Source: an optimization exercise on an open RTL-to-GDS flow (aim: small area, a short achievable clock period and few clock cycles). Production flows keep margins and buffers that such runs may drop.
The RTL was checked by simulation tests, not by an equivalence proof against the original design.
Power figures rest on the tool's default switching activity, not on a simulated workload.

## design/flow/config.mk

```make
export PLATFORM = sky130hd
export DESIGN_NAME = piu
export DESIGN_NICKNAME = piu
export VERILOG_FILES = /design/flow/design.v
export SDC_FILE = /design/flow/constraint.sdc
export NUM_CORES = 4
export LEC_CHECK = 0
export CAP_MARGIN = 20
export CORE_MARGIN = 2
export CORE_UTILIZATION = 40
export SLEW_MARGIN = 20
```

## design/flow/constraint.sdc

```tcl
create_clock -name core_clock -period 10.0 [get_ports {clk}]
set_input_delay 2.0000 -clock core_clock [delete_from_list [all_inputs] [get_ports {clk}]]
set_output_delay 2.0000 -clock core_clock [all_outputs]
set_load 0.01 [all_outputs]
```

## design/flow/design.v

```verilog
module piu_div (
    input  wire        clk,
    input  wire        rst,
    input  wire        start,
    input  wire [31:0] dividend,
    input  wire [6:0]  divisor,
    output reg         busy,
    output reg  [31:0] quo,
    output reg  [6:0]  rem
);
    reg [5:0]  count;
    reg [6:0]  dsr;
    wire [7:0] trial = {rem, quo[31]};
    wire       fits  = trial >= {1'b0, dsr};
    wire [7:0] diff  = trial - {1'b0, dsr};
    always @(posedge clk) begin
        if (rst) begin
            busy  <= 1'b0;
            count <= 6'd0;
            quo   <= 32'd0;
            rem   <= 7'd0;
            dsr   <= 7'd1;
        end else if (start) begin
            busy  <= 1'b1;
            count <= 6'd32;
            quo   <= dividend;
            rem   <= 7'd0;
            dsr   <= divisor;
        end else if (busy) begin
            rem   <= fits ? diff[6:0] : trial[6:0];
            quo   <= {quo[30:0], fits};
            count <= count - 6'd1;
            if (count == 6'd1)
                busy <= 1'b0;
        end
    end
endmodule
module piu (
    input  wire        clk,
    input  wire        rst,
    input  wire        req_valid,
    input  wire        req_write,
    input  wire [2:0]  req_addr,
    input  wire [31:0] req_wdata,
    output wire        req_ready,
    output reg         rsp_valid,
    output reg  [31:0] rsp_data,
    output wire        mem_en,
    output wire [10:0] mem_addr,
    input  wire [63:0] mem_rdata
);
    localparam A_PLEN = 3'd0, A_DLEN = 3'd1, A_WIDTH = 3'd2, A_IDX = 3'd3,
               A_RESULT = 3'd4, A_STATUS = 3'd5, A_CTRL = 3'd6, A_CMD = 3'd7;
    localparam E_ILLCMD = 4'd1, E_PLEN = 4'd2, E_WIDTH = 4'd3, E_TRUNC = 4'd4,
               E_RANGE = 4'd5, E_NOFIELD = 4'd6;
    localparam OP_NOP = 4'h0, OP_CLR = 4'h1, OP_WIDTHBS = 4'h2, OP_WIDTHBIO = 4'h3,
               OP_LINBS = 4'h4, OP_LINBIO = 4'h5, OP_EXTPAD = 4'h6, OP_EXTSPAN = 4'h7,
               OP_GETBS = 4'h8, OP_GETBIO = 4'h9, OP_CHKPAL = 4'hA, OP_HMGET = 4'hC,
               OP_HMLEN = 4'hD;
    localparam S_IDLE      = 4'd0,
               S_START     = 4'd1,
               S_DIV       = 4'd2,
               S_RD_A      = 4'd3,
               S_WAIT_A    = 4'd4,
               S_RD_B      = 4'd5,
               S_WAIT_B    = 4'd6,
               S_SCAN_RD   = 4'd7,
               S_SCAN_WAIT = 4'd8,
               S_HM_CHECK  = 4'd9;
    localparam K_PAD = 2'd0, K_SPAN = 2'd1, K_HMGET = 2'd2, K_HMLEN = 2'd3;
    reg [31:0] plen;
    reg [11:0] dlen;
    reg [5:0]  width;
    reg [31:0] idx;
    reg [31:0] result;
    reg [3:0]  st_err;
    reg        st_valid, st_absent, st_spanned;
    reg        genfull;
    reg [3:0]  state;
    reg [1:0]  kind;
    reg        do_chk;       
    reg [10:0] word_a;       
    reg [5:0]  shamt;        
    reg [5:0]  lo_bits;      
    reg        crosses;      
    reg [31:0] lo_part;      
    reg [10:0] scan_addr;
    reg [14:0] hm_len;
    assign req_ready = (state == S_IDLE);
    assign mem_en   = (state == S_RD_A) || (state == S_RD_B) || (state == S_SCAN_RD);
    assign mem_addr = (state == S_SCAN_RD) ? scan_addr :
                      (state == S_RD_B)    ? word_a + 11'd1 : word_a;
    wire accept = req_valid && req_ready;
    wire [31:0] cmd = req_wdata;
    wire [3:0]  op  = cmd[31:28];
    function [5:0] bitlen;
        input [31:0] n;
        integer i;
        begin
            bitlen = 6'd0;
            for (i = 0; i < 32; i = i + 1)
                if (n[i]) bitlen = i[5:0] + 6'd1;
        end
    endfunction
    function [6:0] fields_per_word;
        input [5:0] w;
        begin
            case (w)
                6'd1:  fields_per_word = 7'd64;
                6'd2:  fields_per_word = 7'd32;
                6'd3:  fields_per_word = 7'd21;
                6'd4:  fields_per_word = 7'd16;
                6'd5:  fields_per_word = 7'd12;
                6'd6:  fields_per_word = 7'd10;
                6'd7:  fields_per_word = 7'd9;
                6'd8:  fields_per_word = 7'd8;
                6'd9:  fields_per_word = 7'd7;
                6'd10: fields_per_word = 7'd6;
                6'd11: fields_per_word = 7'd5;
                6'd12: fields_per_word = 7'd5;
                6'd13, 6'd14, 6'd15, 6'd16: fields_per_word = 7'd4;
                6'd17, 6'd18, 6'd19, 6'd20, 6'd21: fields_per_word = 7'd3;
                default: fields_per_word = 7'd2;
            endcase
        end
    endfunction
    function [31:0] mask;
        input [5:0] w;
        begin
            mask = (w >= 6'd32) ? 32'hFFFF_FFFF : ((32'd1 << w) - 32'd1);
        end
    endfunction
    wire fmt_c   = (op == OP_LINBS) || (op == OP_LINBIO) || (op == OP_GETBS) || (op == OP_GETBIO);
    wire illegal = (op == 4'hB) || (op == 4'hE) || (op == 4'hF) ||
                   (fmt_c ? (cmd[27:12] != 16'd0) : (cmd[27:0] != 28'd0));
    wire [3:0]  cx = cmd[3:0];
    wire [3:0]  cy = cmd[11:8];
    wire [3:0]  cz = cmd[7:4];
    wire [11:0] lin_bs  = {cy, cz, cx};
    wire [5:0]  lin_bio = {cy[3:2], cz[3:2], cx[3:2]};
    wire [5:0]  wbio = bitlen(plen - 32'd1);
    wire [5:0]  wbs  = (wbio < 6'd4) ? 6'd4 : wbio;
    wire        width_ok_pad  = (width >= 6'd1) && (width <= 6'd32);
    wire        width_ok_span = (width <= 6'd32);
    wire [37:0] bitpos     = width * idx;
    wire [31:0] span_word  = bitpos[37:6];
    wire [5:0]  span_start = bitpos[5:0];
    wire [6:0]  span_room  = 7'd64 - {1'b0, span_start};
    wire        span_cross = span_room < {1'b0, width};
    wire        span_trunc = (span_word >= {20'd0, dlen}) ||
                             (span_cross && (span_word + 32'd1 >= {20'd0, dlen}));
    reg         div_start;
    reg  [31:0] div_dividend;
    reg  [6:0]  div_divisor;
    wire        div_busy;
    wire [31:0] div_quo;
    wire [6:0]  div_rem;
    piu_div u_div (
        .clk      (clk),
        .rst      (rst),
        .start    (div_start),
        .dividend (div_dividend),
        .divisor  (div_divisor),
        .busy     (div_busy),
        .quo      (div_quo),
        .rem      (div_rem)
    );
    always @(*) begin
        div_start    = 1'b0;
        div_dividend = idx;
        div_divisor  = fields_per_word(width);
        if (state == S_START && kind == K_PAD && width_ok_pad)
            div_start = 1'b1;
        if (state == S_HM_CHECK && kind == K_HMGET && idx < {17'd0, hm_len}) begin
            div_start   = 1'b1;
            div_divisor = 7'd7;
        end
    end
    wire [63:0] shifted_a  = mem_rdata >> shamt;
    wire [31:0] pad_value  = shifted_a[31:0] & mask(width);
    wire [8:0]  hm_field   = shifted_a[8:0];
    wire [31:0] hm_height  = {23'd0, hm_field} - 32'd65;
    wire [5:0]  hi_bits    = width - lo_bits;
    wire [31:0] span_value = (lo_part | ((mem_rdata[31:0] & mask(hi_bits)) << lo_bits)) & mask(width);
    reg  [2:0] hm_top;
    integer j;
    always @(*) begin
        hm_top = 3'd0;
        for (j = 0; j < 7; j = j + 1)
            if (mem_rdata[9*j +: 9] != 9'd0) hm_top = j[2:0] + 3'd1;
    end
    wire [14:0] scan_len = ({4'd0, scan_addr} * 15'd7) + {12'd0, hm_top};
    reg [31:0] csr_rdata;
    always @(*) begin
        case (req_addr)
            A_PLEN:   csr_rdata = plen;
            A_DLEN:   csr_rdata = {20'd0, dlen};
            A_WIDTH:  csr_rdata = {26'd0, width};
            A_IDX:    csr_rdata = idx;
            A_RESULT: csr_rdata = result;
            A_STATUS: csr_rdata = {25'd0, st_spanned, st_absent, st_valid, st_err};
            A_CTRL:   csr_rdata = {31'd0, genfull};
            default:  csr_rdata = 32'd0;
        endcase
    end
    task set_status(input [3:0] e, input v, input a, input s);
        begin
            st_err     <= e;
            st_valid   <= v;
            st_absent  <= a;
            st_spanned <= s;
        end
    endtask
    task finish_extract(input [31:0] v, input s);
        begin
            result <= v;
            if (do_chk && v >= plen)
                set_status(E_RANGE, 1'b0, 1'b0, 1'b0);
            else
                set_status(4'd0, 1'b1, 1'b0, s);
            state <= S_IDLE;
        end
    endtask
    always @(posedge clk) begin
        if (rst) begin
            plen       <= 32'd0;
            dlen       <= 12'd0;
            width      <= 6'd0;
            idx        <= 32'd0;
            result     <= 32'd0;
            st_err     <= 4'd0;
            st_valid   <= 1'b0;
            st_absent  <= 1'b0;
            st_spanned <= 1'b0;
            genfull    <= 1'b0;
            state      <= S_IDLE;
            kind       <= K_PAD;
            do_chk     <= 1'b0;
            word_a     <= 11'd0;
            shamt      <= 6'd0;
            lo_bits    <= 6'd0;
            crosses    <= 1'b0;
            lo_part    <= 32'd0;
            scan_addr  <= 11'd0;
            hm_len     <= 15'd0;
            rsp_valid  <= 1'b0;
            rsp_data   <= 32'd0;
        end else begin
            rsp_valid <= 1'b0;
            case (state)
            S_IDLE: begin
                if (accept && !req_write) begin
                    rsp_valid <= 1'b1;
                    rsp_data  <= csr_rdata;
                end
                if (accept && req_write) begin
                    case (req_addr)
                    A_PLEN:  plen    <= req_wdata;
                    A_DLEN:  dlen    <= (req_wdata > 32'd2048) ? 12'd2048 : req_wdata[11:0];
                    A_WIDTH: width   <= (req_wdata > 32'd63) ? 6'd63 : req_wdata[5:0];
                    A_IDX:   idx     <= req_wdata;
                    A_CTRL:  genfull <= req_wdata[0];
                    A_CMD: begin
                        do_chk <= 1'b0;
                        if (illegal) begin
                            set_status(E_ILLCMD, 1'b0, 1'b0, 1'b0);
                        end else begin
                            case (op)
                            OP_NOP: ;
                            OP_CLR: begin
                                plen    <= 32'd0;
                                dlen    <= 12'd0;
                                width   <= 6'd0;
                                idx     <= 32'd0;
                                result  <= 32'd0;
                                genfull <= 1'b0;
                                set_status(4'd0, 1'b0, 1'b0, 1'b0);
                            end
                            OP_WIDTHBS, OP_WIDTHBIO: begin
                                if (plen == 32'd0) begin
                                    set_status(E_PLEN, 1'b0, 1'b0, 1'b0);
                                end else begin
                                    width <= (op == OP_WIDTHBS) ? wbs : wbio;
                                    set_status(4'd0, 1'b0, 1'b0, 1'b0);
                                end
                            end
                            OP_LINBS: begin
                                idx <= {20'd0, lin_bs};
                                set_status(4'd0, 1'b0, 1'b0, 1'b0);
                            end
                            OP_LINBIO: begin
                                idx <= {26'd0, lin_bio};
                                set_status(4'd0, 1'b0, 1'b0, 1'b0);
                            end
                            OP_CHKPAL: begin
                                if (result >= plen)
                                    set_status(E_RANGE, 1'b0, 1'b0, 1'b0);
                                else
                                    st_err <= 4'd0;
                            end
                            OP_EXTPAD: begin
                                kind  <= K_PAD;
                                state <= S_START;
                            end
                            OP_EXTSPAN: begin
                                kind  <= K_SPAN;
                                state <= S_START;
                            end
                            OP_GETBS, OP_GETBIO: begin
                                if (plen == 32'd0) begin
                                    set_status(E_PLEN, 1'b0, 1'b0, 1'b0);
                                end else if (dlen == 12'd0) begin
                                    result <= 32'd0;
                                    set_status(4'd0, 1'b1, 1'b1, 1'b0);
                                end else begin
                                    if (op == OP_GETBS) begin
                                        width <= wbs;
                                        idx   <= {20'd0, lin_bs};
                                        kind  <= K_PAD;
                                    end else begin
                                        width <= wbio;
                                        idx   <= {26'd0, lin_bio};
                                        kind  <= K_SPAN;
                                    end
                                    do_chk <= 1'b1;
                                    state  <= S_START;
                                end
                            end
                            OP_HMGET, OP_HMLEN: begin
                                if (!genfull) begin
                                    set_status(4'd0, 1'b0, 1'b1, 1'b0);
                                end else begin
                                    kind  <= (op == OP_HMGET) ? K_HMGET : K_HMLEN;
                                    state <= S_START;
                                end
                            end
                            default: ;
                            endcase
                        end
                    end
                    default: ;   
                    endcase
                end
            end
            S_START: begin
                case (kind)
                K_PAD: begin
                    if (!width_ok_pad) begin
                        set_status(E_WIDTH, 1'b0, 1'b0, 1'b0);
                        state <= S_IDLE;
                    end else begin
                        state <= S_DIV;    
                    end
                end
                K_SPAN: begin
                    if (!width_ok_span) begin
                        set_status(E_WIDTH, 1'b0, 1'b0, 1'b0);
                        state <= S_IDLE;
                    end else if (span_trunc) begin
                        set_status(E_TRUNC, 1'b0, 1'b0, 1'b0);
                        state <= S_IDLE;
                    end else begin
                        word_a  <= span_word[10:0];
                        shamt   <= span_start;
                        lo_bits <= span_room[5:0];
                        crosses <= span_cross;
                        state   <= S_RD_A;
                    end
                end
                default: begin   
                    if (dlen == 12'd0) begin
                        hm_len <= 15'd0;
                        state  <= S_HM_CHECK;
                    end else begin
                        scan_addr <= dlen[10:0] - 11'd1;
                        state     <= S_SCAN_RD;
                    end
                end
                endcase
            end
            S_DIV: begin
                if (!div_busy) begin
                    if (kind == K_PAD) begin
                        if (div_quo >= {20'd0, dlen}) begin
                            set_status(E_TRUNC, 1'b0, 1'b0, 1'b0);
                            state <= S_IDLE;
                        end else begin
                            word_a <= div_quo[10:0];
                            shamt  <= div_rem[5:0] * width;
                            state  <= S_RD_A;
                        end
                    end else begin
                        word_a <= div_quo[10:0];
                        shamt  <= div_rem[5:0] * 6'd9;
                        state  <= S_RD_A;
                    end
                end
            end
            S_RD_A: begin
                state    <= S_WAIT_A;
            end
            S_WAIT_A: begin
                case (kind)
                K_PAD: finish_extract(pad_value, 1'b0);
                K_SPAN: begin
                    if (crosses) begin
                        lo_part <= shifted_a[31:0];
                        state   <= S_RD_B;
                    end else begin
                        finish_extract(pad_value, 1'b0);
                    end
                end
                default: begin
                    result <= hm_height;
                    set_status(4'd0, 1'b1, 1'b0, 1'b0);
                    state  <= S_IDLE;
                end
                endcase
            end
            S_RD_B: begin
                state    <= S_WAIT_B;
            end
            S_WAIT_B: begin
                finish_extract(span_value, 1'b1);
            end
            S_SCAN_RD: begin
                state    <= S_SCAN_WAIT;
            end
            S_SCAN_WAIT: begin
                if (hm_top != 3'd0) begin
                    hm_len <= scan_len;
                    state  <= S_HM_CHECK;
                end else if (scan_addr == 11'd0) begin
                    hm_len <= 15'd0;
                    state  <= S_HM_CHECK;
                end else begin
                    scan_addr <= scan_addr - 11'd1;
                    state     <= S_SCAN_RD;
                end
            end
            S_HM_CHECK: begin
                if (kind == K_HMLEN) begin
                    result <= {17'd0, hm_len};
                    set_status(4'd0, 1'b1, 1'b0, 1'b0);
                    state  <= S_IDLE;
                end else if (idx >= {17'd0, hm_len}) begin
                    set_status(E_NOFIELD, 1'b0, 1'b0, 1'b0);
                    state <= S_IDLE;
                end else begin
                    state <= S_DIV;    
                end
            end
            default: state <= S_IDLE;
            endcase
        end
    end
endmodule
```

## design/flow/run.sh

```bash
#!/bin/bash
# synth_recipe.tcl (not shown) runs the flow's synth.tcl, then flattens the netlist and writes it again
# the make line also repeats each setting of config.mk as NAME=value (left out here)
make -C /OpenROAD-flow-scripts/flow DESIGN_CONFIG=/design/flow/config.mk WORK_HOME=/design/flow/orfs CLKGATE_MAP_FILE= SYNTH_SCRIPT=/design/flow/synth_recipe.tcl finish
```

==> key figures <==
Run
  – Max-cap violations: 0

Global routing
  – GR Util All Layers: 0.304
  – Initial antenna violation count: 2
  – Grt total ovfl: 0
  – Vias in the first global route: 35,000
  – Largest net degree at the start of global routing: approximately 120
  – First-pass GRT wire length: 222,000 um

Synth
  – Ys Warns: 2
  – Asr flop ratio synth: 0
  – Syn Std Cell Area: around 0.037 mm2
  – Main flop type after synthesis: dfxtp_1
  – Syn_nets: 5,352
  – Most common library cells after synthesis: nand2_1 (535), nor2_1 (491), a21oi_1 (355)
  – Yosys top cell area share: 0.166
  – Dominant cell type by area after synthesis: dfxtp_1
  – Most numerous cell in the Yosys netlist: nand2_1
  – Post-synth cell types: 105
  – Syn_area_per_cell: 7.57 um2
  – Post-synth EDFFs: 0
  – Synth area leaders: dfxtp_1 (17%), ha_1 (9.1%), fa_1 (7.6%), mux4_2 (5.8%), nand2_1 (5.5%)
  – Synthesized flop and latch total: 303
  – Cells after Synth: 4,842
  – Sequential area share after synthesis: 0.166

STA
  – Tightest Pin Transition: 1.14 ns
  – RSZ-0062 raised after global routing: no
  – Worst-case clock skew: 0.0366 ns
  – Setup TNS: 0 ns
  – Crit share post-route: 0.875
  – Pins over their slew limit: 0
  – Final Hold Viols: 0
  – Tmin final: 8.75 ns
  – Setup-failing EPs final: 0
  – Max Freq: 114 MHz
  – Worst relative slew slack: 0.237
  – Hold slack: approximately 0.46 ns
  – Setup slack after layout: between 1 and 1.5 ns

Clock tree
  – Clk sinks: roughly 300
  – TritonCTS clock tree: done
  – CTS max path bufs: 3
  – Insertion delay to the later sink of the worst-skew pair: 0.59 ns
  – Reg clk slew, reported paths: 0.06 ns
  – Postcts setup bufs: 0
  – Root Driver: clkbuf_16
  – H-Tree Depth: 2
  – Post-CTS sizing: 0
  – Num CTS Buffers: 40
  – Hold buffers post-CTS: 0

Run status
  – Status: finished clean

Min path
  – Cells on Worst Hold Path: 2
  – Min-Delay Path Class: flop to flop

Cells and area
  – Diodes inserted: 0
  – NumNets Final: around 5,300
  – Layout cells sized above 1: 0.0707
  – Syn-to-layout area delta: 9.98%
  – Core Util, Final: 0.442

Floorplanning
  – Row count: about 110
  – Die Width: 307 um
  – Initial core utilization: 0.402
  – Die height: between 300 and 400 um
  – Num ports: around 150
  – Core area: 0.0912 mm2
  – Total die area: 0.0940 mm2

Drt
  – Routed WL: 147,000 um
  – Max Used Layer: met5
  – Drt wl/cell: roughly 25 um
  – Residual DRC: 0
  – Vias: 38,000
  – First-iteration detailed-routing DRC count: around 5,200
  – Metal2 WL: 61,100 um
  – Wire length on met1: 64,700 um
  – Vias per inst: about 6.4
  – Routed Antenna Nets: 0
  – Met3 wire length: 15,200 um
  – TritonRoute pass-1 iters: 6

Critical path
  – Critical path data arrival time: roughly 9 ns
  – Reg2reg path depth: 24
  – Critical Path Fanout Max: 19
  – Crit start category: flop
  – Crit path kind: flop to flop
  – CP required: 10.51 ns
  – Critical Path End Type: flop

Placed design
  – PortBufs: 148
  – Pre-CTS WS: 1.49 ns
  – DP HPWL: 114,000 um
  – GPL Wtd Cong: 1.02

Power
  – Peak VDD IR: ~0.12 mV
  – Leakage: 15.8 nW
  – Power density over the cells: 88.1 mW/mm2
==> worst max-delay path: stages, from the launching register on <==
cell	delay (ns)
dfxtp_1	0.88
buf_4	0.37
and2_1	0.18
fa_1	0.45
fa_1	0.53
fa_1	0.51
ha_1	0.45
and3_1	0.34
nand2_1	0.10
a21oi_1	0.37
o211ai_1	0.31
inv_1	0.21
and4_1	0.24
nand2_1	0.08
xnor2_1	0.14
ha_1	0.31
a21o_1	0.16
a21oi_1	0.13
o21ai_0	0.22
a221o_1	0.32
nor4_1	0.47
o2111a_2	0.38
and3_1	0.73
or2_1	0.51
mux2i_1	0.23
==> through the flow <==
stage	cell area, um2	total power [mW]	cells
floorplan	36600	1.70	4842
global placement	38800	1.96	5905
detailed placement	38900	1.96	5906
CTS	40300	3.54	5977
global route	40300	3.66	5978
finish	40300	3.55	5978
==> cells in the final DEF (no fill, tap or decap), drive strengths merged, types with 42 or more instances in the layout <==
cell type	Yosys	layout
o211ai	49	49
o21ai	271	271
nand3	163	163
nand2	535	535
dfxtp	303	303
nor3	159	159
xnor2	72	72
mux2i	134	134
nand4	50	50
mux4	95	95
nor2	492	492
a21o	72	72
inv	274	276
a21oi	357	357
clkdlybuf4s50	0	147
nand2b	42	42
a211oi	92	92
buf	67	76
ha	267	267
fa	140	140
clkbuf	279	54
and2	180	180
a31oi	52	52
nor4	74	74
==> cell families (layout without fill, tap and decap cells) <==
| logic type | after synthesis | after routing | synth area share |
|---|---|---|---|
| compound gates | 1268 | 1268 | 0.227 |
| xor+xnor | 99 | 99 | 0.0237 |
| fa+ha+maj | 407 | 407 | 0.168 |
| buf+inv | 626 | 576 | 0.0667 |
| flops | 303 | 303 | 0.166 |
| mux | 253 | 253 | 0.102 |
| simple gates | 1886 | 1886 | 0.247 |
==> worst paths after layout <==
kind	startpoint	end	slack (ns)
max	width[4]$_SDFFE_PP0P_	lo_bits[5]$_SDFFE_PP0P_	1.25
min	rsp_data[0]$_SDFFE_PP0P_	rsp_data[0]$_SDFFE_PP0P_	0.46
max reg2reg	width[4]$_SDFFE_PP0P_	lo_bits[5]$_SDFFE_PP0P_	1.25
min reg2reg	rsp_data[0]$_SDFFE_PP0P_	rsp_data[0]$_SDFFE_PP0P_	0.46
==> power by group <==
group | internal, mW | total [mW] | switching (mW)
clock network | 0.960 | 1.58 | 0.623
registers | 1.22 | 1.25 | 0.0263
logic | 0.270 | 0.720 | 0.450
==> sequential cells by signal, indices dropped and copies added, names as in the netlist, 6 cells and up, named ones only <==
signal       flops
result          32
u_div.quo       32
dlen            12
u_div.dsr        7
plen            32
shamt            6
lo_bits          6
scan_addr       11
width            6
word_a          11
lo_part         32
idx             32
u_div.rem        7
rsp_data        32
u_div.count      6
hm_len          15
==> area by class of cell <==
| class | instances | area, um2 |
|---|---|---|
| clock buffer | 52 | 1140 |
| clock inverter | 19 | 273 |
| fill | 9235 | 50900 |
| inverter | 280 | 1050 |
| multi-input combinational | 3913 | 28200 |
| sequential | 303 | 6080 |
| tap | 1186 | 1480 |
| timing repair buffer | 225 | 2090 |
==> routing by layer <==
layer | vias to the layer above | track usage
met3 | 296 | 0.0573
met5 | - | 0
met2 | 2028 | 0.447
met1 | 18300 | 0.442
met4 | 2 | 0.105
li1 | 17400 | -
Testbench counts, summed over its fixed seeds: cycles 73,395.

afterwards: timing with drivers on the ports:
No port has a modelled driver above. Below, the same layout with a new extraction and two added sets of constraints.
Step 1, drivers: a clkbuf_16 drives clk and a buf_2 each remaining input, both assumed.
Step 2 times the ports against the registers' clock, not the clock port: input delays grow and output delays shrink by t, the midpoint of the rising clock arrivals with the driver on.
Slacks: ideal / step 1 / step 2; pairs: ideal / step 1.
t (ns): 0.637
setup slack, ns: 1.254 / 1.254 / 1.254
hold WS [ns]: 0.464 / 0.464 / 0.464
worst register clock-pin slew, ns: 0.07 / 0.07
After both steps setup and hold are still met in this run. The setup slack of this run moves by 0.000 ns with the drivers and by 0.000 ns with both steps.
